This design comes from an exercise in tuning for small area on the open sky130 flow, not from production work.
Only simulation tests tie the RTL to the original design; equivalence was not proved.
Power figures rest on the tool's default switching activity, not on a simulated workload.

Setup of job 102:
Design pidmc, start of the top module:
module pidmc (
    input  wire        clk,
    input  wire        rst,         
    input  wire        start,
    input  wire        tick_fast,
    input  wire        tick_med,
    input  wire        tick_ctrl,
    input  wire        pulse,
    input  wire        ready,
    input  wire [15:0] adc,
    output wire [7:0]  duty,
    output wire        init_done,
    output wire        lcd_rs,
    output wire        lcd_rw,
    output wire        lcd_e,
    output wire [7:0]  lcd_d
);
Settings: LEC_CHECK=0, CAP_MARGIN=20, CORE_MARGIN=2, CORE_UTILIZATION=66, SLEW_MARGIN=20; clock period 100.0 ns.
standard.sh (not shown) runs the stock make flow with config.mk's settings and CLKGATE_MAP_FILE= SYNTH_SCRIPT=/design/flow/synth_recipe.tcl, a recipe that flattens the netlist after the stock synthesis.
==> flow/flow/run.sh <==
#!/bin/bash
# Own layout flow:
#  1. the standard synthesis, unchanged;
#  2. an area re-mapping of its combinational logic by ABC: the flip-flops
#     and tie cells stay the same instances, names and cell types.  Two
#     chains of rounds are run from the standard netlist; in each round
#     every ABC script of the chain's list is applied to the current
#     netlist and the smallest result becomes the next round's input.  The
#     smallest netlist seen is used, and only if a formal equivalence check
#     against the standard netlist passes;
#  3. the standard layout, with the smallest buffer on the ports and a
#     clock tree of small clock buffers without dummy loads.
set -uo pipefail
R=orfs/results/sky130hd/pidmc/base
bash standard.sh synth > log_1_standard_synth.log 2>&1 || exit 1
cp $R/1_2_yosys.v std_synth.v
mkdir -p reopt
best_area=""
echo "re-mapping rounds" > reopt_status.txt

run_chain() {  # chain name, script list, number of rounds
  local chain=$1 list=$2 rounds=$3 round k S f a ra rb
  cp std_synth.v reopt/cur.v
  for round in $(seq 1 $rounds); do
    k=0
    while read -r S; do
      S=$(printf '%s' "$S" | sed 's/[&#\\]/\\&/g')
      sed -e "s#@SCRIPT@#$S#" -e "s#std_synth.v#reopt/cur.v#" \
          -e "s#reopt_after.txt#reopt/after_${chain}${round}_$k.txt#" \
          -e "s#reopt_before.txt#reopt/before_${chain}${round}_$k.txt#" \
          -e "s#reopt.v#reopt/net_${chain}${round}_$k.v#" flow/reopt.ys > reopt/r_${chain}${round}_$k.ys
      timeout 600 yosys -s reopt/r_${chain}${round}_$k.ys > reopt/log_yosys_${chain}${round}_$k.log 2>&1 &
      k=$((k+1))
      if (( k % 8 == 0 )); then wait; fi
    done < $list
    wait
    rb=""; ra=""
    for f in reopt/after_${chain}${round}_*.txt; do
      a=$(grep "Chip area" $f 2>/dev/null | awk '{print $NF}')
      [ -n "$a" ] || continue
      if [ -z "$ra" ] || awk "BEGIN{exit !($a < $ra)}"; then ra=$a; rb=${f#reopt/after_}; rb=${rb%.txt}; fi
    done
    [ -n "$rb" ] || break
    echo "chain $chain round $round: best $rb area $ra" >> reopt_status.txt
    cp reopt/net_$rb.v reopt/cur.v
    if [ -z "$best_area" ] || awk "BEGIN{exit !($ra < $best_area)}"; then
      best_area=$ra; cp reopt/net_$rb.v reopt.v
    fi
  done
}
run_chain a flow/abc_scripts_a.txt 12
run_chain b flow/abc_scripts_b.txt 12

echo "best area $best_area" >> reopt_status.txt
if [ -n "$best_area" ] && yosys -s flow/eq.ys > log_3_equiv_yosys.log 2>&1; then
  cp reopt.v $R/1_2_yosys.v
  echo "re-mapped netlist used" >> reopt_status.txt
else
  echo "re-mapping or equivalence failed; standard netlist used" >> reopt_status.txt
fi
rm -f $R/1_synth.odb $R/1_synth.sdc
export BUFFER_PORTS_ARGS="-buffer_cell sky130_fd_sc_hd__buf_1"
export CTS_ARGS="-sink_clustering_enable -repair_clock_nets -buf_list sky130_fd_sc_hd__clkbuf_4 -dont_use_dummy_load"
bash standard.sh finish > log_4_standard_layout.log 2>&1
Other scripts of this flow, unchanged in this note and not shown: flow/flow/abc_scripts_a.txt, flow/flow/abc_scripts_b.txt, flow/flow/eq.ys, flow/flow/reopt.ys
Relative to job 102, the following input files were edited for job 104:
Settings: a change of CORE_UTILIZATION from 66 to 60.
--- a/flow/flow/run.sh
+++ b/flow/flow/run.sh
@@ -5,3 +5,4 @@
 #     and tie cells stay the same instances, names and cell types.  Two
-#     chains of rounds are run from the standard netlist; in each round
+#     chains of rounds are run from the standard netlist and a third from
+#     the best netlist of those two; in each round
 #     every ABC script of the chain's list is applied to the current
@@ -20,5 +21,5 @@
 
-run_chain() {  # chain name, script list, number of rounds
-  local chain=$1 list=$2 rounds=$3 round k S f a ra rb
-  cp std_synth.v reopt/cur.v
+run_chain() {  # chain name, script list, number of rounds, start netlist
+  local chain=$1 list=$2 rounds=$3 start=$4 round k S f a ra rb
+  cp $start reopt/cur.v
   for round in $(seq 1 $rounds); do
@@ -50,4 +51,6 @@
 }
-run_chain a flow/abc_scripts_a.txt 12
-run_chain b flow/abc_scripts_b.txt 12
+run_chain a flow/abc_scripts_a.txt 12 std_synth.v
+run_chain b flow/abc_scripts_b.txt 12 std_synth.v
+cp reopt.v reopt_ab.v
+run_chain c flow/abc_scripts_b.txt 12 reopt_ab.v
 
==> run notes <==
- Job 104 and job 102 all finish clean.
- Job 104 -> job 102: fraction of power consumed by combinational cells flat
- The wire length on job 102 is in line with that on job 104.
- The sum of met3 wire segment lengths after detailed routing in job 102 is 1.3 times that in job 104.
- Part of the power in the clock network delta (job 104 -> job 102): insignificant

==> port drivers added, routing unchanged <==
How much do the figures lean on ideal ports? The routed layouts below were timed once more, with nothing changed but the port constraints.
Step 1, drivers: a clkbuf_16 drives clk and a buf_2 each remaining input, both assumed.
Step 2 moves the port delays by t, midway between the first and last clock arrival at a register: inputs arrive t later, outputs are due t later. That takes back most of the time a late clock gives input paths.
Three values: ideal ports, drivers, drivers and shift; two values: the first two.
run	t (ns)	setup slack, ns	pins driven straight from the clock port
job 102	0.538	77.802 / 77.814 / 77.276	1
job 104	0.536	77.766 / 77.778 / 77.243	1
After both steps every run listed still meets setup and hold. The setup slack of job 102, which loses most, moves by +0.012 ns with the drivers and by -0.526 ns with both steps.
